This is an optimization exercise on Yosys and OpenROAD, whose aim is small area, a short achievable clock period and few clock cycles, not a production implementation.
At most, simulation tests tie the RTL to the original design; equivalence was not proved.
No functional check of the RTL was part of run 1.
Power figures rest on the tool's default switching activity, not on a simulated workload.

[design/flow/config.mk]
export PLATFORM = sky130hd
export DESIGN_NAME = sctp_dec
export DESIGN_NICKNAME = sctp_dec
export VERILOG_FILES = /design/flow/design.v
export SDC_FILE = /design/flow/constraint.sdc
export NUM_CORES = 4
export LEC_CHECK = 0
export CAP_MARGIN = 20
export CORE_MARGIN = 2
export CORE_UTILIZATION = 40
export SLEW_MARGIN = 20
[design/flow/constraint.sdc]
create_clock -name core_clock -period 6.0 [get_ports {clk}]
set_input_delay 1.2000 -clock core_clock [delete_from_list [all_inputs] [get_ports {clk}]]
set_output_delay 1.2000 -clock core_clock [all_outputs]
set_load 0.01 [all_outputs]
[design/flow/design.v]
module sctp_dec (
    input  wire        clk,
    input  wire        rst,
    input  wire        in_valid,
    output wire        in_ready,
    input  wire [63:0] in_data,
    input  wire        in_last,
    input  wire [3:0]  in_cnt,
    output reg         ev_valid,
    input  wire        ev_ready,
    output reg  [3:0]  ev_type,
    output reg  [1:0]  ev_refk,
    output reg  [31:0] ev_off,
    output reg  [63:0] ev_value,
    output reg  [31:0] ev_size,
    output reg         ev_fault,
    output reg  [2:0]  ev_cause
);
    localparam [1:0] REF_NULL  = 2'd0;
    localparam [1:0] REF_INBUF = 2'd1;
    localparam [1:0] REF_TEMP  = 2'd2;
    localparam [2:0] C_TRUNCATED = 3'd1;
    localparam [2:0] C_OVERFLOW  = 3'd2;
    localparam [2:0] C_UNKNOWN   = 3'd5;
    reg        e0v, e1v;         
    reg        e0l, e1l;         
    reg [7:0]  e0m, e1m;         
    reg [63:0] e0d, e1d;
    reg [23:0] pb;               
    reg        pl;               
    reg [2:0]  pm;               
    reg        skip;             
    reg        drain;            
    reg [2:0]  o;                
    reg [32:0] se;               
    reg [28:0] bpos;             
    assign in_ready = !e1v;
    wire inacc = in_valid && !e1v;
    wire slot_free = !ev_valid || ev_ready;
    wire e0w = e0v && !pl;
    wire e1w = e0w && !e0l && e1v;
    wire ek  = pl || (e0v && (e0l || (e1v && e1l)));    
    wire [18:0]  mw  = {e1m & {8{e1w}}, e0m & {8{e0w}}, pm};    
    wire [151:0] win = {e1d, e0d, pb};
    wire [18:0] cb;              
    genvar gi;
    generate
        for (gi = 0; gi < 19; gi = gi + 1) begin : g_cb
            assign cb[gi] = win[8*gi+7];
        end
    endgenerate
    localparam [1:0] A_NONE = 2'd0, A_EMIT = 2'd1, A_TERM = 2'd2, A_SKIP = 2'd3;
    reg [1:0]  pa_act  [0:7];
    reg [2:0]  pa_no   [0:7];    
    reg        pa_ge8  [0:7];    
    reg        pa_ge16 [0:7];    
    reg        pa_vl   [0:7];    
    reg [3:0]  pa_nb   [0:7];    
    reg        pa_sg   [0:7];    
    reg [2:0]  pa_cs   [0:7];    
    reg [7:0]  ph;
    reg [3:0]  pt, pmt;
    reg [10:0] pkeep;
    reg [10:1] pterm;
    reg [3:0]  pnb;
    reg [4:0]  pn;
    reg        pfound, povf, pok, pvfit, psg;
    integer i, k;
    always @(*) begin
        for (i = 0; i < 8; i = i + 1) begin
            ph  = win[8*i +: 8];
            pt  = ph[3:0];
            pmt = ph[7:4];
            pkeep[0] = 1'b1;
            for (k = 1; k <= 10; k = k + 1)
                pkeep[k] = pkeep[k-1] & cb[i+k];
            pnb = 4'd0;
            psg = 1'b0;
            for (k = 1; k <= 10; k = k + 1) begin
                pterm[k] = pkeep[k-1] & !cb[i+k];
                if (pterm[k]) pnb = pnb | k[3:0];
                if (pterm[k] && k < 10) psg = psg | win[8*(i+k)+6];
            end
            pfound = 1'b0;
            for (k = 1; k <= 10; k = k + 1)
                pfound = pfound | (!cb[i+k] & mw[i+k]);
            povf = pkeep[10] & mw[i+10];
            pvfit = 1'b0;
            for (k = 0; k < 15; k = k + 1)
                if (pmt == k && i + k < 19) pvfit = mw[i+k];
            case (pt)
                4'd0, 4'd1:        pok = mw[i+1];
                4'd2, 4'd3:        pok = mw[i+2];
                4'd4, 4'd5, 4'd10: pok = mw[i+4];
                default:           pok = mw[i+8];
            endcase
            case (pt)
                4'd0, 4'd1:        pn = i + 2;
                4'd2, 4'd3:        pn = i + 3;
                4'd4, 4'd5, 4'd10: pn = i + 5;
                4'd12:             pn = i + 1;
                4'd8, 4'd9:        pn = i + 1 + pnb;
                4'd13:             pn = i + 1 + pmt;
                default:           pn = i + 9;
            endcase
            pa_no[i]   = pn[2:0];
            pa_ge8[i]  = pn[4] | pn[3];
            pa_ge16[i] = pn[4];
            pa_vl[i]   = (pmt == 4'd15);
            pa_nb[i]   = pnb;
            pa_sg[i]   = psg;
            pa_act[i]  = A_NONE;
            pa_cs[i]   = 3'd0;
            if (!mw[i]) begin
                if (ek) pa_act[i] = A_TERM;              
            end else begin
                case (pt)
                    4'd12: pa_act[i] = A_EMIT;
                    4'd14: begin pa_act[i] = A_TERM; pa_cs[i] = C_UNKNOWN; end
                    4'd15: pa_act[i] = A_TERM;
                    4'd8, 4'd9: begin
                        if (pfound) pa_act[i] = A_EMIT;
                        else if (povf) begin pa_act[i] = A_TERM; pa_cs[i] = C_OVERFLOW; end
                        else if (ek) begin pa_act[i] = A_TERM; pa_cs[i] = C_TRUNCATED; end
                    end
                    4'd13: begin
                        if (pmt == 4'd15) begin
                            if (pfound) pa_act[i] = A_SKIP;
                            else if (povf) begin pa_act[i] = A_TERM; pa_cs[i] = C_OVERFLOW; end
                            else if (ek) begin pa_act[i] = A_TERM; pa_cs[i] = C_TRUNCATED; end
                        end else begin
                            if (pvfit) pa_act[i] = A_EMIT;
                            else if (ek) begin pa_act[i] = A_TERM; pa_cs[i] = C_TRUNCATED; end
                            else pa_act[i] = A_SKIP;
                        end
                    end
                    default: begin
                        if (pok) pa_act[i] = A_EMIT;
                        else if (ek) begin pa_act[i] = A_TERM; pa_cs[i] = C_TRUNCATED; end
                    end
                endcase
            end
        end
    end
    wire [1:0] act   = pa_act[o];
    wire [2:0] no    = pa_no[o];
    wire       ge8   = pa_ge8[o];
    wire       ge16  = pa_ge16[o];
    wire       vl    = pa_vl[o];
    wire [3:0] nb    = pa_nb[o];
    wire       lsign = pa_sg[o];
    wire [2:0] cause = pa_cs[o];
    wire [87:0] x = win >> {o, 3'b000};
    wire [3:0]  t = x[3:0];
    wire [3:0]  m = x[7:4];
    reg [9:0]  keep;
    reg [63:0] lval;
    reg        fill;
    always @(*) begin
        keep[0] = 1'b1;
        for (k = 1; k < 10; k = k + 1)
            keep[k] = keep[k-1] & x[8*k+7];
        fill = t[0] && !t[2] && lsign;       
        for (k = 0; k < 9; k = k + 1)
            lval[7*k +: 7] = keep[k] ? x[8*(k+1) +: 7] : {7{fill}};
        lval[63] = keep[9] ? x[80] : fill;
    end
    reg [3:0]  fw;
    reg        fbit;
    reg [63:0] fval;
    always @(*) begin
        case (t)
            4'd0, 4'd1:        fw = 4'd1;
            4'd2, 4'd3:        fw = 4'd2;
            4'd4, 4'd5, 4'd10: fw = 4'd4;
            default:           fw = 4'd8;
        endcase
        case (t)
            4'd0:    fbit = x[15];
            4'd2:    fbit = x[23];
            4'd4:    fbit = x[39];
            default: fbit = 1'b0;
        endcase
        for (k = 0; k < 8; k = k + 1)
            fval[8*k +: 8] = (k < fw) ? x[8*(k+1) +: 8] : {8{fbit}};
    end
    wire [28:0] bm1 = bpos - 29'd1;
    wire [28:0] bp1 = bpos + 29'd1;
    wire [28:0] bp2 = bpos + 29'd2;
    wire [2:0]  plo  = o - 3'd3;
    wire [31:0] hpos = {(o < 3'd3) ? bm1 : bpos, plo};
    wire [3:0]  hl   = (t == 4'd13 && vl) ? (4'd1 + nb) : 4'd1;
    wire [4:0]  qd   = {2'b00, o} + {1'b0, hl} + 5'd29;       
    reg  [28:0] qhi;
    always @(*) begin
        case (qd[4:3])
            2'd3:    qhi = bm1;
            2'd0:    qhi = bpos;
            default: qhi = bp1;
        endcase
    end
    wire [31:0] qpos = {qhi, qd[2:0]};
    wire [4:0]  vl_s    = {2'b00, o} + {1'b0, hl};
    wire        vl_huge = |lval[63:32];
    wire [5:0]  vl_lo   = {1'b0, vl_s} + {1'b0, lval[4:0]};
    wire [27:0] vl_hi   = {1'b0, lval[31:5]} + {27'd0, vl_lo[5]};
    wire [32:0] vl_end  = vl_huge ? {33{1'b1}} : {vl_hi, vl_lo[4:0]};
    reg [3:0]  r_type;
    reg [1:0]  r_refk;
    reg [31:0] r_off;
    reg [63:0] r_value;
    reg [31:0] r_size;
    always @(*) begin
        r_type = t; r_refk = REF_INBUF; r_off = qpos; r_value = fval; r_size = {28'd0, fw};
        if (act == A_TERM) begin
            r_type = (cause == 3'd0) ? 4'd15 : 4'd0; r_refk = REF_NULL;
            r_off = (cause == 3'd0) ? 32'd0 : hpos;
            r_value = 64'd0; r_size = 32'd0;
        end else begin
            case (t)
                4'd12: begin
                    r_off = hpos; r_value = {60'd0, m}; r_size = 32'd1;
                end
                4'd8, 4'd9: begin
                    r_refk = REF_TEMP; r_off = 32'd0; r_value = lval; r_size = 32'd8;
                end
                4'd13: begin
                    r_value = {(act == A_SKIP) ? hpos : 32'd0, qpos};
                    r_size = vl ? lval[31:0] : {28'd0, m};
                end
                default: ;
            endcase
        end
    end
    wire [19:0] mw1   = {mw, 1'b1};
    wire        s_fit = (se[32:5] == 28'd0) && (se[4:0] < 5'd20) && mw1[se[4:0]];
    wire        s_ge8  = |se[32:3];
    wire        s_ge16 = |se[32:4];
    wire hdr = !skip && !drain;
    reg pop1, pop2, newbuf, go_drain, ev_set, sk_emit, sk_fault;
    always @(*) begin
        pop1 = 1'b0; pop2 = 1'b0; newbuf = 1'b0; go_drain = 1'b0;
        ev_set = 1'b0; sk_emit = 1'b0; sk_fault = 1'b0;
        if (drain) begin
            pop1 = e0v;
            newbuf = e0v && e0l;
        end else if (skip) begin
            if (s_fit) begin
                sk_emit = 1'b1;
                pop2 = s_ge16 && e1w;
                pop1 = s_ge8 && e0w && !pop2;
            end else if (ek) begin
                sk_fault = 1'b1;
                newbuf = 1'b1;
                pop1 = !pl && e0l;
                pop2 = !pl && !e0l;
            end else begin
                pop2 = s_ge16 && e1w;
                pop1 = s_ge8 && e0w && !pop2;
            end
        end else if (slot_free) begin
            case (act)
                A_EMIT, A_SKIP: begin
                    ev_set = (act == A_EMIT);
                    if (!(act == A_SKIP && vl)) begin
                        pop2 = ge16 && e1w;
                        pop1 = ge8 && e0w && !pop2;
                    end
                end
                A_TERM: begin
                    ev_set = 1'b1;
                    if (pl) newbuf = 1'b1;
                    else if (e0v && e0l) begin pop1 = 1'b1; newbuf = 1'b1; end
                    else if (e0v && e1v && e1l) begin pop2 = 1'b1; newbuf = 1'b1; end
                    else begin
                        go_drain = 1'b1;
                        pop2 = e0v && e1v;
                        pop1 = e0v && !e1v;
                    end
                end
                default: ;
            endcase
        end
    end
    wire [7:0] imask = in_last ? therm8(in_cnt) : 8'hff;
    function [7:0] therm8(input [3:0] c);
        integer j;
        for (j = 0; j < 8; j = j + 1)
            therm8[j] = (j < c);
    endfunction
    always @(posedge clk) begin
        if (!e1v)
            e1d <= in_data;
        if (pop1 && e1v)
            e0d <= e1d;
        else if (pop1 || !e0v)
            e0d <= in_data;
        if (pop2)
            pb <= e1d[63:40];
        else if (pop1)
            pb <= e0d[63:40];
        if (rst) begin
            e0v <= 1'b0; e1v <= 1'b0; e0l <= 1'b0; e1l <= 1'b0;
            e0m <= 8'd0; e1m <= 8'd0;
            pl <= 1'b0; pm <= 3'b111;
            skip <= 1'b0; drain <= 1'b0;
            o <= 3'd3;
            se <= 33'd0;
            bpos <= 29'd0;
            ev_valid <= 1'b0;
        end else begin
            if (pop2) begin
                e0v <= 1'b0;
                e1v <= 1'b0;
            end else if (pop1) begin
                if (e1v) begin
                    e0v <= 1'b1; e0l <= e1l; e0m <= e1m;
                    e1v <= 1'b0;
                end else begin
                    e0v <= inacc; e0l <= in_last; e0m <= imask;
                end
            end else if (inacc) begin
                if (e0v) begin
                    e1v <= 1'b1; e1l <= in_last; e1m <= imask;
                end else begin
                    e0v <= 1'b1; e0l <= in_last; e0m <= imask;
                end
            end
            if (newbuf) begin
                pl <= 1'b0;
                pm <= 3'b111;
                bpos <= 29'd0;
            end else if (pop2) begin
                bpos <= bp2;
                pl <= e1l;
                pm <= e1m[7:5];
            end else if (pop1) begin
                bpos <= bp1;
                pl <= e0l;
                pm <= e0m[7:5];
            end
            if (newbuf) begin
                skip <= 1'b0; drain <= 1'b0;
                o <= 3'd3;
            end else if (skip) begin
                if (sk_emit) skip <= 1'b0;
                o  <= se[2:0];
                se <= {se[32:3] - {28'd0, pop2, pop1}, se[2:0]};
            end else if (hdr && slot_free) begin
                if (go_drain) drain <= 1'b1;
                if (act == A_EMIT) o <= no;
                if (act == A_SKIP) begin
                    skip <= 1'b1;
                    se <= vl ? vl_end : {28'd0, {ge16, ge8 & !ge16} - {pop2, pop1}, no};
                end
            end
            if (ev_valid && ev_ready)
                ev_valid <= 1'b0;
            if (hdr && slot_free) begin
                ev_valid <= ev_set;
                ev_type  <= r_type;
                ev_refk  <= r_refk;
                ev_off   <= r_off;
                ev_value <= r_value;
                ev_size  <= r_size;
                ev_fault <= (act == A_TERM) && (cause != 3'd0);
                ev_cause <= (act == A_TERM) ? cause : 3'd0;
            end else if (sk_emit) begin
                ev_valid <= 1'b1;
                ev_value[63:32] <= 32'd0;
            end else if (sk_fault) begin
                ev_valid <= 1'b1;
                ev_type  <= 4'd0;
                ev_refk  <= REF_NULL;
                ev_off   <= ev_value[63:32];
                ev_value <= 64'd0;
                ev_size  <= 32'd0;
                ev_fault <= 1'b1;
                ev_cause <= C_TRUNCATED;
            end
        end
    end
endmodule
[design/flow/run.sh]
#!/bin/bash
# synth_recipe.tcl (not shown) runs the flow's synth.tcl, then flattens the netlist and writes it again
# the make line also repeats each setting of config.mk as NAME=value (left out here)
make -C /OpenROAD-flow-scripts/flow DESIGN_CONFIG=/design/flow/config.mk WORK_HOME=/design/flow/orfs CLKGATE_MAP_FILE= SYNTH_SCRIPT=/design/flow/synth_recipe.tcl finish
==> results of run 1 <==
==> power breakdown <==
part           total, mW  switching, mW  internal [mW]  leakage (nW)
clock network       2.63           1.20           1.43         0.640
logic               24.4           14.7           9.70          13.8
registers           4.85          0.719           4.13          3.66
total               31.9           16.6           15.3          18.1
==> sequential cells by signal (all words and copies together) (netlist names), 2 cells and up <==
| register | count |
|---|---|
| bpos | 29 |
| e0d | 64 |
| e0m | 8 |
| e1d | 64 |
| e1m | 8 |
| ev_cause | 3 |
| ev_off | 32 |
| ev_refk | 2 |
| ev_size | 32 |
| ev_type | 4 |
| ev_value | 64 |
| o | 3 |
| pb | 24 |
| pm | 3 |
| se | 33 |
==> timing repair <==
item,CTS,global route
setup buffers,31,43
setup endpoints to repair,87,125
hold buffers,0,0
resized for setup,260,253
gates cloned,2,0
pin swaps,130,157
==> per-layer routing <==
layer	wire [µm]	global-route usage (%)	up-vias
li1	-	-	16870
met5	93	0	-
met4	17880	31.42	8
met2	81800	65.67	2792
met1	72720	55.27	18930
met3	20970	9.303	678
==> path summary, 6_finish.rpt <==
check	startpoint	end	slack, ns	cells after the start
max reg2reg	e0l$_SDFFE_PP0P_	se[27]$_SDFFE_PP0P_	-1.34	33
max	e0l$_SDFFE_PP0P_	se[27]$_SDFFE_PP0P_	-1.34	33
min reg2reg	se[15]$_SDFFE_PP0P_	se[15]$_SDFFE_PP0P_	0.52	2
min	se[15]$_SDFFE_PP0P_	se[15]$_SDFFE_PP0P_	0.52	2
==> stage by stage <==
stage	utilization [%]	setup TNS, ns
2_1_floorplan	-	-16.53
4_1_cts	55.30	-18.77
5_1_grt	56.94	-35.18
3_3_place_gp	52.23	-48.76
3_5_place_dp	52.23	-48.97
6_report	56.96	-23.02
==> cells in the final DEF (no fill, tap or decap), types with 45 or more instances in the layout <==
| master | n |
|---|---|
| sky130_fd_sc_hd__nor3_1 | 86 |
| sky130_fd_sc_hd__buf_4 | 830 |
| sky130_fd_sc_hd__o21ai_0 | 232 |
| sky130_fd_sc_hd__a31oi_1 | 72 |
| sky130_fd_sc_hd__nor2_1 | 294 |
| sky130_fd_sc_hd__buf_12 | 46 |
| sky130_fd_sc_hd__edfxtp_1 | 290 |
| sky130_fd_sc_hd__mux4_2 | 76 |
| sky130_fd_sc_hd__dfxtp_1 | 84 |
| sky130_fd_sc_hd__nand3_1 | 116 |
| sky130_fd_sc_hd__nand2b_1 | 60 |
| sky130_fd_sc_hd__or3_1 | 52 |
| sky130_fd_sc_hd__inv_1 | 83 |
| sky130_fd_sc_hd__mux2i_1 | 134 |
| sky130_fd_sc_hd__clkdlybuf4s50_1 | 211 |
| sky130_fd_sc_hd__nand4_1 | 46 |
| sky130_fd_sc_hd__o21ai_1 | 48 |
| sky130_fd_sc_hd__nand2_1 | 450 |
| sky130_fd_sc_hd__a21oi_2 | 45 |
| sky130_fd_sc_hd__a21oi_1 | 190 |
| sky130_fd_sc_hd__mux2_2 | 111 |
| sky130_fd_sc_hd__buf_6 | 74 |
==> worst max-delay path: cells and delay by family, from the launching register on <==
kind            cells  cell delay [ns]
buf+inv             6             0.66
flops               1             0.36
compound gates     14             2.28
simple gates       10             3.03
fa+ha+maj           3             0.85
==> area by class of cell <==
class | instances | area share (%)
Multi-Input combinational cell | 3139 | 49.06
Sequential cell | 382 | 22.56
Timing Repair Buffer | 1169 | 21.81
Tap cell | 1070 | 2.858
Clock buffer | 58 | 2.503
Inverter | 94 | 0.7639
Clock inverter | 20 | 0.3873
Antenna cell | 10 | 0.05342
==> cells by family (layout without fill, tap and decap cells) <==
kind of cell,after synthesis,count (layout)
DFF,382,382
AOI/OAI and AO/OA,1181,1181
muxes,324,324
and+or+nand+nor,1529,1530
buffers and inverters,453,1341
xor gates and xnor gates,62,62
other,0,10
adders and majority gates,42,42
==> results.txt, run 1 <==
----------------------------------------------------
[Run status]
  Result of the run ... finished with violations
  Violated Checks ... setup timing

[GRT]
  Global-route wire length before repair ... 268.1 mm
  Grt total ovfl ... 0
  Antenna violations before repair ... 16
  GRT Total Usage ... 43.56%
  Number of global-route vias before repair ... 36230
  Largest net degree at the start of global routing ... 84

[Route]
  Total wire length after detailed routing ... 193.5 mm
  Drt via density ... about 6.6
  Post-detailed-route DRC marker count ... 0
  Post-detailed-route wirelength per cell ... between 30 and 40 µm
  Detailed Route Iter0 Violations ... 5141
  Count of nets left with antenna violations after detail routing ... 0
  First-pass detailed-route iteration total ... 7
  Count of vias placed by the detailed router ... between 30000 and 40000

[Yosys]
  Count of state elements after synthesis ... 382
  Post-synth EDFFs ... 290
  Count of synthesis-stage warnings from yosys ... 15
  Mean Syn Cell Area ... 8.384 µm²
  Total nets after synthesis ... 4088
  Mux share of post-synthesis cell area ... 13.02%
  Cell taking the most area after synthesis ... sky130_fd_sc_hd__edfxtp_1
  Post-synthesis compound-gate area fraction ... between 20% and 30%
  Most common library cells after synthesis ... sky130_fd_sc_hd__nand2_1, sky130_fd_sc_hd__nor2_1, sky130_fd_sc_hd__o21ai_0
  Post-synthesis adder-cell area fraction ... 1.645%
  Fraction of registers with async set or reset after synthesis ... 0%
  Post-synthesis share of cell area spent on and, or, nand and nor gates ... 22.83%
  Post-Syn Instances ... slightly below 4000
  Register area share after synthesis ... 31.67%
  XOR/XNOR share of the synthesized area ... under 10%
  Most frequent cell after synthesis ... sky130_fd_sc_hd__nand2_1
  Combinational family with the most area after synthesis ... compound AO/OA/AOI/OAI gates
  Combined area of all synthesized cells ... 33310 µm²
  Flip-flop cell with the highest count after synthesis ... sky130_fd_sc_hd__edfxtp_1
  Area share of the largest cell type after synthesis ... 26.14%
  Biggest area contributors in the synthesized netlist ... sky130_fd_sc_hd__edfxtp_1, sky130_fd_sc_hd__dfxtp_1, sky130_fd_sc_hd__nand2_1
  Netlist cell types ... 106

[Clocking]
  Max clock buf depth ... 3
  Clock Pin Slew Worst Setup and Hold Paths ... 0.07 ns
  Number of clock buffers inserted by TritonCTS ... 43
  Skew-Pair Late Insertion Delay ... 0.63 ns
  TritonCTS clock tree ... done
  Count of clock tree sinks ... between 300 and 400
  Max H-tree Level ... 2
  Clock Root Buffer ... sky130_fd_sc_hd__clkbuf_16

[Finish]
  Sequential cell area ... around 11000 µm²
  Synthesis-to-finish area growth ... 40.63%
  Layout filler cell count ... between 7000 and 8000
  Final net count ... slightly below 5000
  Multi-input gate area ... around 23000 µm²
  Share of cells above drive strength 1 ... around a third
  Final Cell Area ... 46850 µm²
  Filler-free cell count of the finished design ... 5942

[Timing]
  Clock tree skew after final layout ... 0.03331 ns
  Max-slew headroom at the worst pin ... 10.36%
  Transition time at the pin with the least slew margin ... between 1 and 1.5 ns
  Max Slew Vio Count ... 0
  Timing-limited maximum frequency ... 136.2 MHz
  Final hold viol count ... 0
  Final cycle utilization of the critical path ... 122.4%
  Worst-case setup margin in the final layout ... -1.341 ns
  Setup violation total in the final timing report ... 77
  Hold Worst Slack ... 0.5177 ns
  Min Clock Period, post-route ... roughly 7.3 ns
  Setup repair after global routing missed its margin ... true

[Floorplan]
  Initial cell density of the core ... 40.50%
  Die area ... 85600 µm²
  Core region area ... 82240 µm²
  Die boundary width ... 292.6 µm
  Number of core rows ... 105
  Height of the die ... 292.6 µm
  # IOs ... ~210

[Place]
  Post-placement cell area ... between 40000 and 50000 µm²
  Number of input and output port buffers inserted ... ~210
  Inst Count DP ... 5803
  Post-DP HPWL ... 154.7 mm
  Final weighted congestion of routability-driven global placement ... around 1.2
  Post-Place Worst Slack ... -1.504 ns

[Setup path]
  Type of element launching the critical path ... flip-flop
  Worst-path cell with the longest stage delay ... sky130_fd_sc_hd__or4b_4
  Worst path arrival time ... 7.83 ns
  Crit path kind ... flip-flop to flip-flop
  Delay of the slowest cell on the worst path ... 0.50 ns
  Required time of the critical path ... 6.49 ns
  Endpoint kind of the worst setup timing path ... flip-flop
  Largest fanout on the critical path ... 6

[Job]
  Max-cap viol count ... 0

[Power and ir drop]
  Leakage power summed over all cells ... between 15 and 20 nW
  Worst VDD drop ... a little under 0.6 mV
  Post-route total power ... 31.90 mW
  Cell area power density ... slightly below 700 nW/µm²

[Worst hold path]
  Type of the worst min-delay path ... flip-flop to flip-flop

----------------------------------------------------
==> inputs of run 2 (changes only) <==
--- a/design/flow/design.v
+++ b/design/flow/design.v
@@ -35,2 +35,4 @@
     reg [32:0] se;               
+    reg [4:0]  sof;
+    reg [3:0]  shl;              
     reg [28:0] bpos;             
@@ -60,2 +62,3 @@
     reg [2:0]  pa_cs   [0:7];    
+    reg [4:0]  pa_vs   [0:7];    
     reg [7:0]  ph;
@@ -65,3 +68,3 @@
     reg [3:0]  pnb;
-    reg [4:0]  pn;
+    reg [4:0]  pn, pvs, pvn;
     reg        pfound, povf, pok, pvfit, psg;
@@ -78,2 +81,3 @@
             psg = 1'b0;
+            pvs = 5'd0;
             for (k = 1; k <= 10; k = k + 1) begin
@@ -81,2 +85,3 @@
                 if (pterm[k]) pnb = pnb | k[3:0];
+                if (pterm[k]) pvs = pvs | (i + 1 + k);
                 if (pterm[k] && k < 10) psg = psg | win[8*(i+k)+6];
@@ -96,2 +101,5 @@
             endcase
+            pvn = 5'd0;
+            for (k = 0; k < 16; k = k + 1)
+                if (pmt == k) pvn = i + 1 + k;
             case (pt)
@@ -101,4 +109,4 @@
                 4'd12:             pn = i + 1;
-                4'd8, 4'd9:        pn = i + 1 + pnb;
-                4'd13:             pn = i + 1 + pmt;
+                4'd8, 4'd9:        pn = pvs;
+                4'd13:             pn = pvn;
                 default:           pn = i + 9;
@@ -110,2 +118,3 @@
             pa_nb[i]   = pnb;
+            pa_vs[i]   = pvs;
             pa_sg[i]   = psg;
@@ -152,2 +161,3 @@
     wire [2:0] cause = pa_cs[o];
+    wire [4:0] vs    = pa_vs[o];
     wire [87:0] x = win >> {o, 3'b000};
@@ -186,23 +196,26 @@
     end
-    wire [28:0] bm1 = bpos - 29'd1;
-    wire [28:0] bp1 = bpos + 29'd1;
-    wire [28:0] bp2 = bpos + 29'd2;
+    function [28:0] inc29(input [28:0] a);
+        integer j;
+        for (j = 0; j < 29; j = j + 1)
+            inc29[j] = a[j] ^ ((a & ((29'd1 << j) - 29'd1)) == ((29'd1 << j) - 29'd1));
+    endfunction
+    function [28:0] dec29(input [28:0] a);
+        integer j;
+        for (j = 0; j < 29; j = j + 1)
+            dec29[j] = a[j] ^ ((a & ((29'd1 << j) - 29'd1)) == 29'd0);
+    endfunction
+    wire [28:0] bm1 = dec29(bpos);
+    wire [28:0] bp1 = inc29(bpos);
+    wire [28:0] bp2 = {inc29({1'b0, bpos[28:1]}), bpos[0]};
     wire [2:0]  plo  = o - 3'd3;
     wire [31:0] hpos = {(o < 3'd3) ? bm1 : bpos, plo};
-    wire [3:0]  hl   = (t == 4'd13 && vl) ? (4'd1 + nb) : 4'd1;
-    wire [4:0]  qd   = {2'b00, o} + {1'b0, hl} + 5'd29;       
-    reg  [28:0] qhi;
+    wire [2:0]  qlo  = o - 3'd2;
+    wire [31:0] qpos = {(o < 3'd2) ? bm1 : bpos, qlo};
+    wire        vl_huge = |lval[63:32];
+    reg [1:0]   vs_hi;
     always @(*) begin
-        case (qd[4:3])
-            2'd3:    qhi = bm1;
-            2'd0:    qhi = bpos;
-            default: qhi = bp1;
-        endcase
+        if (ge16)     vs_hi = e1w ? 2'd0 : e0w ? 2'd1 : 2'd2;
+        else if (ge8) vs_hi = e0w ? 2'd0 : 2'd1;
+        else          vs_hi = 2'd0;
     end
-    wire [31:0] qpos = {qhi, qd[2:0]};
-    wire [4:0]  vl_s    = {2'b00, o} + {1'b0, hl};
-    wire        vl_huge = |lval[63:32];
-    wire [5:0]  vl_lo   = {1'b0, vl_s} + {1'b0, lval[4:0]};
-    wire [27:0] vl_hi   = {1'b0, lval[31:5]} + {27'd0, vl_lo[5]};
-    wire [32:0] vl_end  = vl_huge ? {33{1'b1}} : {vl_hi, vl_lo[4:0]};
     reg [3:0]  r_type;
@@ -227,3 +240,4 @@
                 4'd13: begin
-                    r_value = {(act == A_SKIP) ? hpos : 32'd0, qpos};
+                    if (act == A_SKIP) r_off = hpos;
+                    r_value = {32'd0, qpos};
                     r_size = vl ? lval[31:0] : {28'd0, m};
@@ -234,6 +248,10 @@
     end
-    wire [19:0] mw1   = {mw, 1'b1};
-    wire        s_fit = (se[32:5] == 28'd0) && (se[4:0] < 5'd20) && mw1[se[4:0]];
-    wire        s_ge8  = |se[32:3];
-    wire        s_ge16 = |se[32:4];
+    wire        s_small = (se[32:5] == 28'd0);
+    wire [5:0]  s_es    = {1'b0, se[4:0]} + {1'b0, sof};
+    wire [20:0] mw1     = {1'b0, mw, 1'b1};
+    wire        s_fit   = s_small && (s_es < 6'd20) && mw1[s_es[4:0]];
+    wire        s_ge8   = !s_small || (s_es[5:3] != 3'd0);
+    wire        s_ge16  = !s_small || (s_es[5:4] != 2'd0);
+    wire [31:0] s_q     = ev_off + {28'd0, shl};
+    wire [29:0] se_dec  = se[32:3] - 30'd1;
     wire hdr = !skip && !drain;
@@ -257,4 +275,3 @@
             end else begin
-                pop2 = s_ge16 && e1w;
-                pop1 = s_ge8 && e0w && !pop2;
+                pop1 = s_ge8 && e0w;
             end
@@ -308,2 +325,4 @@
             se <= 33'd0;
+            sof <= 5'd0;
+            shl <= 4'd0;
             bpos <= 29'd0;
@@ -346,4 +365,9 @@
                 if (sk_emit) skip <= 1'b0;
-                o  <= se[2:0];
-                se <= {se[32:3] - {28'd0, pop2, pop1}, se[2:0]};
+                o  <= s_es[2:0];
+                if (s_small) begin
+                    se  <= {27'd0, s_es - {1'b0, pop2, pop1, 3'b000}};
+                    sof <= 5'd0;
+                end else begin
+                    if (pop1) se <= {se_dec, se[2:0]};
+                end
             end else if (hdr && slot_free) begin
@@ -353,3 +377,11 @@
                     skip <= 1'b1;
-                    se <= vl ? vl_end : {28'd0, {ge16, ge8 & !ge16} - {pop2, pop1}, no};
+                    if (vl) begin
+                        se  <= vl_huge ? {33{1'b1}} : {1'b0, lval[31:0]};
+                        sof <= vs;
+                        shl <= nb + 4'd1;
+                    end else begin
+                        se  <= {28'd0, vs_hi, no};
+                        sof <= 5'd0;
+                        shl <= 4'd1;
+                    end
                 end
@@ -369,3 +401,4 @@
                 ev_valid <= 1'b1;
-                ev_value[63:32] <= 32'd0;
+                ev_off   <= s_q;
+                ev_value <= {32'd0, s_q};
             end else if (sk_fault) begin
@@ -374,3 +407,2 @@
                 ev_refk  <= REF_NULL;
-                ev_off   <= ev_value[63:32];
                 ev_value <= 64'd0;
--- a/design/flow/config.mk
+++ b/design/flow/config.mk
@@ -10,2 +10,3 @@
 export CORE_UTILIZATION = 40
+export SETUP_SLACK_MARGIN = 1.5
 export SLEW_MARGIN = 20
==> run 2 against run 1 <==
- now clean on timing, DRC and antenna
- highest routed layer unchanged
- largest power group unchanged
- design area is 7.3% lower
- cell count is 5.5% lower
- clock skew is 0.013 ns lower
- count of clock-buffer cells in the layout is 1 higher
- largest cell class unchanged
- combinational power is about 40% lower
==> results.txt, run 2 <==
----------------------------------------------------
[Route]
  Post-detailed-route wirelength per cell ... 33.61 µm (was 32.56 µm)
  Count of nets left with antenna violations after detail routing ... 0 (unchanged)
  Post-detailed-route DRC marker count ... 0 (unchanged)
  Count of vias placed by the detailed router ... 37960 (was 39270)
  First-pass detailed-route iteration total ... 9 (was 7)
  Detailed Route Iter0 Violations ... 5372 (was 5141)
  Drt via density ... 6.758 (was 6.610)
  Total wire length after detailed routing ... 188.8 mm (was 193.5 mm)

[Floorplan]
  Core region area ... 80160 µm² (was 82240 µm²)
  Initial cell density of the core ... 40.28% (was 40.50%)
  Die area ... 83000 µm² (was 85600 µm²)
  Height of the die ... 288.1 µm (was 292.6 µm)
  Die boundary width ... 288.1 µm (was 292.6 µm)
  Number of core rows ... 104 (was 105)
  # IOs ... 213 (unchanged)

[Timing]
  Max-slew headroom at the worst pin ... 18.06% (was 10.36%)
  Hold Worst Slack ... 0.4604 ns (was 0.5177 ns)
  Transition time at the pin with the least slew margin ... 1.216 ns (was 1.331 ns)
  Final hold viol count ... 0 (unchanged)
  Timing-limited maximum frequency ... 189.7 MHz (was 136.2 MHz)
  Min Clock Period, post-route ... 5.273 ns (was 7.341 ns)
  Final-layout setup total negative slack ... 0 ns (was -23.02 ns)
  Setup violation total in the final timing report ... 0 (was 77)
  Max Slew Vio Count ... 0 (unchanged)
  Clock tree skew after final layout ... 0.02003 ns (was 0.03331 ns)
  Setup repair after global routing missed its margin ... true (unchanged)
  Final cycle utilization of the critical path ... 87.88% (was 122.4%)

[GRT]
  Met2 track utilization from global routing ... 64.99% (was 65.67%)
  Antenna violations before repair ... 5 (was 16)
  Global-route met3 utilization ... 12.08% (was 9.303%)
  Largest net degree at the start of global routing ... 130 (was 84)
  Number of global-route vias before repair ... 34790 (was 36230)
  Grt total ovfl ... 0 (unchanged)
  Most heavily used metal layer in global routing ... met2 (unchanged)
  Global-route track usage on met1 ... 52.22% (was 55.27%)
  Global-route wire length before repair ... 257.6 mm (was 268.1 mm)
  GRT Total Usage ... 43.33% (was 43.56%)

[Yosys]
  Flip-flop cell with the highest count after synthesis ... sky130_fd_sc_hd__edfxtp_1 (unchanged)
  Register area share after synthesis ... 33.24% (was 31.67%)
  Cell taking the most area after synthesis ... sky130_fd_sc_hd__edfxtp_1 (unchanged)
  Combined area of all synthesized cells ... 32280 µm² (was 33310 µm²)
  Netlist cell types ... 106 (unchanged)
  Total nets after synthesis ... 4152 (was 4088)
  Count of synthesis-stage warnings from yosys ... 16 (was 15)
  Area share of the largest cell type after synthesis ... 26.97% (was 26.14%)
  Most frequent cell after synthesis ... sky130_fd_sc_hd__nand2_1 (unchanged)
  Post-Syn Instances ... 4028 (was 3973)
  Fraction of registers with async set or reset after synthesis ... 0% (unchanged)
  Mean Syn Cell Area ... 8.015 µm² (was 8.384 µm²)
  Count of state elements after synthesis ... 391 (was 382)
  Most common library cells after synthesis ... sky130_fd_sc_hd__nand2_1, sky130_fd_sc_hd__nor2_1, sky130_fd_sc_hd__edfxtp_1 (was sky130_fd_sc_hd__nand2_1, sky130_fd_sc_hd__nor2_1, sky130_fd_sc_hd__o21ai_0)
  Biggest area contributors in the synthesized netlist ... sky130_fd_sc_hd__edfxtp_1, sky130_fd_sc_hd__nand2_1, sky130_fd_sc_hd__dfxtp_1 (was sky130_fd_sc_hd__edfxtp_1, sky130_fd_sc_hd__dfxtp_1, sky130_fd_sc_hd__nand2_1)
  Post-synth EDFFs ... 290 (unchanged)

[Place]
  Final weighted congestion of routability-driven global placement ... 1.120 (was 1.162)
  Post-DP HPWL ... 137.7 mm (was 154.7 mm)
  Number of input and output port buffers inserted ... 212 (unchanged)

[Clocking]
  Max clock buf depth ... 3 (unchanged)
  Count of clock tree sinks ... 391 (was 382)
  TritonCTS clock tree ... done (unchanged)
  Number of clock buffers inserted by TritonCTS ... 47 (was 43)
  Skew-Pair Late Insertion Delay ... 0.62 ns (was 0.63 ns)
  Clock Pin Slew Worst Setup and Hold Paths ... 0.06 ns (was 0.07 ns)
  Max H-tree Level ... 2 (unchanged)
  Clock Root Buffer ... sky130_fd_sc_hd__clkbuf_16 (unchanged)
  # hold bufs at CTS ... 0 (unchanged)

[Finish]
  Final net count ... 4637 (was 4944)
  Share of cells above drive strength 1 ... 23.49% (was 33.09%)
  Synthesis-to-finish area growth ... 34.49% (was 40.63%)
  Post-route core utilization ... 54.17% (was 56.96%)
  Top Registers ... e0d (64), e1d (64), ev_value (64) (unchanged)
  Most common library cell in the layout ignoring fill and taps ... sky130_fd_sc_hd__nand2_1 (was sky130_fd_sc_hd__buf_4)
  Commonest cells after routing, fill and taps aside ... sky130_fd_sc_hd__nand2_1, sky130_fd_sc_hd__buf_4, sky130_fd_sc_hd__nor2_1 (was sky130_fd_sc_hd__buf_4, sky130_fd_sc_hd__nand2_1, sky130_fd_sc_hd__nor2_1)

[Power and ir drop]
  Cell area power density ... 518.7 nW/µm² (was 680.9 nW/µm²)
  Leakage power summed over all cells ... 16.63 nW (was 18.08 nW)
  Worst VDD drop ... 0.2895 mV (was 0.5850 mV)

[Setup path]
  Type of element launching the critical path ... flip-flop (unchanged)
  Worst R2R Path Depth ... 29 (was 33)
  Worst reg2reg setup slack ... 0.73 ns (was -1.34 ns)
  Setup crit end ... se[16]$_SDFFE_PP0P_ (was se[27]$_SDFFE_PP0P_)
  Crit path kind ... flip-flop to flip-flop (unchanged)
  Required time of the critical path ... 6.47 ns (was 6.49 ns)
  Worst path arrival time ... 5.75 ns (was 7.83 ns)
  Worst reg2reg path endpoint ... se[16]$_SDFFE_PP0P_ (was se[27]$_SDFFE_PP0P_)
  Critical path startpoint ... e0d[47]$_DFFE_PP_ (was e0l$_SDFFE_PP0P_)
  Endpoint kind of the worst setup timing path ... flip-flop (unchanged)
  Launch point of the worst reg-to-reg path ... e0d[47]$_DFFE_PP_ (was e0l$_SDFFE_PP0P_)
  Delay of the slowest cell on the worst path ... 0.41 ns (was 0.50 ns)
  Worst-path cell with the longest stage delay ... sky130_fd_sc_hd__edfxtp_1 (was sky130_fd_sc_hd__or4b_4)
  Largest fanout on the critical path ... 8 (was 6)

[Job]
  Max-cap viol count ... 0 (unchanged)

[Worst hold path]
  Type of the worst min-delay path ... flip-flop to flip-flop (unchanged)

[Run status]
  Result of the run ... no timing/DRC/antenna violations (was finished with violations)

----------------------------------------------------
## run 2: cell types whose count changed in the layout (fill, tap and decap cells not counted), moves of 16 or more
cell / previous run / this run
sky130_fd_sc_hd__o21ai_1: 48 / 23
sky130_fd_sc_hd__a21oi_2: 45 / 23
sky130_fd_sc_hd__a31oi_1: 72 / 102
sky130_fd_sc_hd__and3_1: 38 / 22
sky130_fd_sc_hd__xor2_1: 31 / 56
sky130_fd_sc_hd__ha_1: 23 / 40
sky130_fd_sc_hd__o22ai_1: 19 / 52
sky130_fd_sc_hd__mux2_2: 111 / 21
sky130_fd_sc_hd__mux2i_1: 134 / 84
sky130_fd_sc_hd__a22oi_1: 43 / 19
sky130_fd_sc_hd__buf_4: 830 / 420
sky130_fd_sc_hd__nand2_1: 450 / 697
sky130_fd_sc_hd__a21oi_1: 190 / 254
## run 2: worst max-delay path, delay by kind of cell (launching register included)
family / cells / cell delay, ns
AOI/OAI and AO/OA: 9 / 1.66
buffers and inverters: 12 / 1.51
and+or+nand+nor: 7 / 1.30
DFF: 1 / 0.41
adders and majority gates: 1 / 0.20
## run 2: logic make-up after synthesis
family	count (synthesis)	share of synthesized area (%)
adder cells (fa/ha/maj)	51	2.046
AND/OR/NAND/NOR	1707	24.82
buffers and inverters	441	5.538
multiplexers	181	8.600
flip-flops	391	33.24
XOR/XNOR	99	2.686
AO/OA/AOI/OAI	1158	23.08
## run 2: what timing repair did
action | CTS | global route
gates cloned | 16 | 17
endpoints found under the hold margin | 0 | 0
pin swaps | 73 | 94
setup endpoints to repair | 423 | 390
setup buffers | 139 | 74
gates resized for setup | 245 | 200
## run 2: through the flow
step | std cells | power (mW) | cell area (µm²) | worst slack [ns]
floorplan | 4028 | 11.69 | 32780 | 0.9063
global placement | 5277 | 17.37 | 37310 | 0.2971
detailed placement | 5277 | 17.32 | 37320 | 0.3113
CTS | 5519 | 21.26 | 41480 | 1.000
global route | 5611 | 23.25 | 43400 | 0.5692
finish | 5617 | 22.52 | 43420 | 0.7271
## run 2: layer usage
metal | wire [µm] | vias up
met3 | 22280 | 864
met4 | 19920 | 4
met2 | 79380 | 2863
li1 | - | 16020
met5 | 25 | -
met1 | 67160 | 18210
## run 2: layout make-up
cell class,instances,area (µm²)
Fill cell,7565,36740
Multi-Input combinational cell,3201,21450
Sequential cell,391,10770
Timing Repair Buffer,783,7885
Tap cell,1060,1326
Clock buffer,59,1241
Inverter,89,371.6
Clock inverter,28,360.3
Antenna cell,6,15.01
## run 2: power breakdown
| group | internal, mW | total (mW) | switching (mW) |
|---|---|---|---|
| clock | 1.75 | 3.03 | 1.29 |
| combinational | 5.53 | 14.7 | 9.20 |
| sequential | 3.99 | 4.75 | 0.764 |
| total | 11.3 | 22.5 | 11.3 |
## run 2: worst min path at each step
stage                              from                  end  slack [ns]  cells after the start
floorplan           sof[0]$_SDFFE_PP0P_  sof[0]$_SDFFE_PP0P_        0.44                      2
global placement    sof[0]$_SDFFE_PP0P_  sof[0]$_SDFFE_PP0P_        0.45                      2
detailed placement  shl[3]$_SDFFE_PP0P_  shl[3]$_SDFFE_PP0P_        0.45                      2
CTS                 sof[4]$_SDFFE_PP0P_  sof[4]$_SDFFE_PP0P_        0.46                      2
global route        shl[3]$_SDFFE_PP0P_  shl[3]$_SDFFE_PP0P_        0.48                      2
finish              shl[3]$_SDFFE_PP0P_  shl[3]$_SDFFE_PP0P_        0.46                      2
Testbench counts of run 2, summed over its fixed seeds: cycles 17,726.

==> afterwards: timing with drivers on the ports <==
In the flow no input, the clock included, has a driving cell. The finished layouts below were timed again as built, in two steps. Step 1 assumes that a clkbuf_16 drives the clock port and a buf_2 every other input. Step 2, shift: input delay + t, output delay - t, t = (earliest + latest rising clock arrival at the registers) / 2. This alone moves slack from input paths to output paths. Slacks: no drivers / after step 1 / after step 2; pairs: no drivers / after step 1.
run | t, ns | setup slack, ns | hold WS [ns]
run 1 | 0.688 | -1.341 / -1.341 / -1.341 | 0.518 / 0.518 / 0.518
run 2 | 0.685 | 0.727 / 0.727 / 0.727 | 0.460 / 0.460 / 0.460
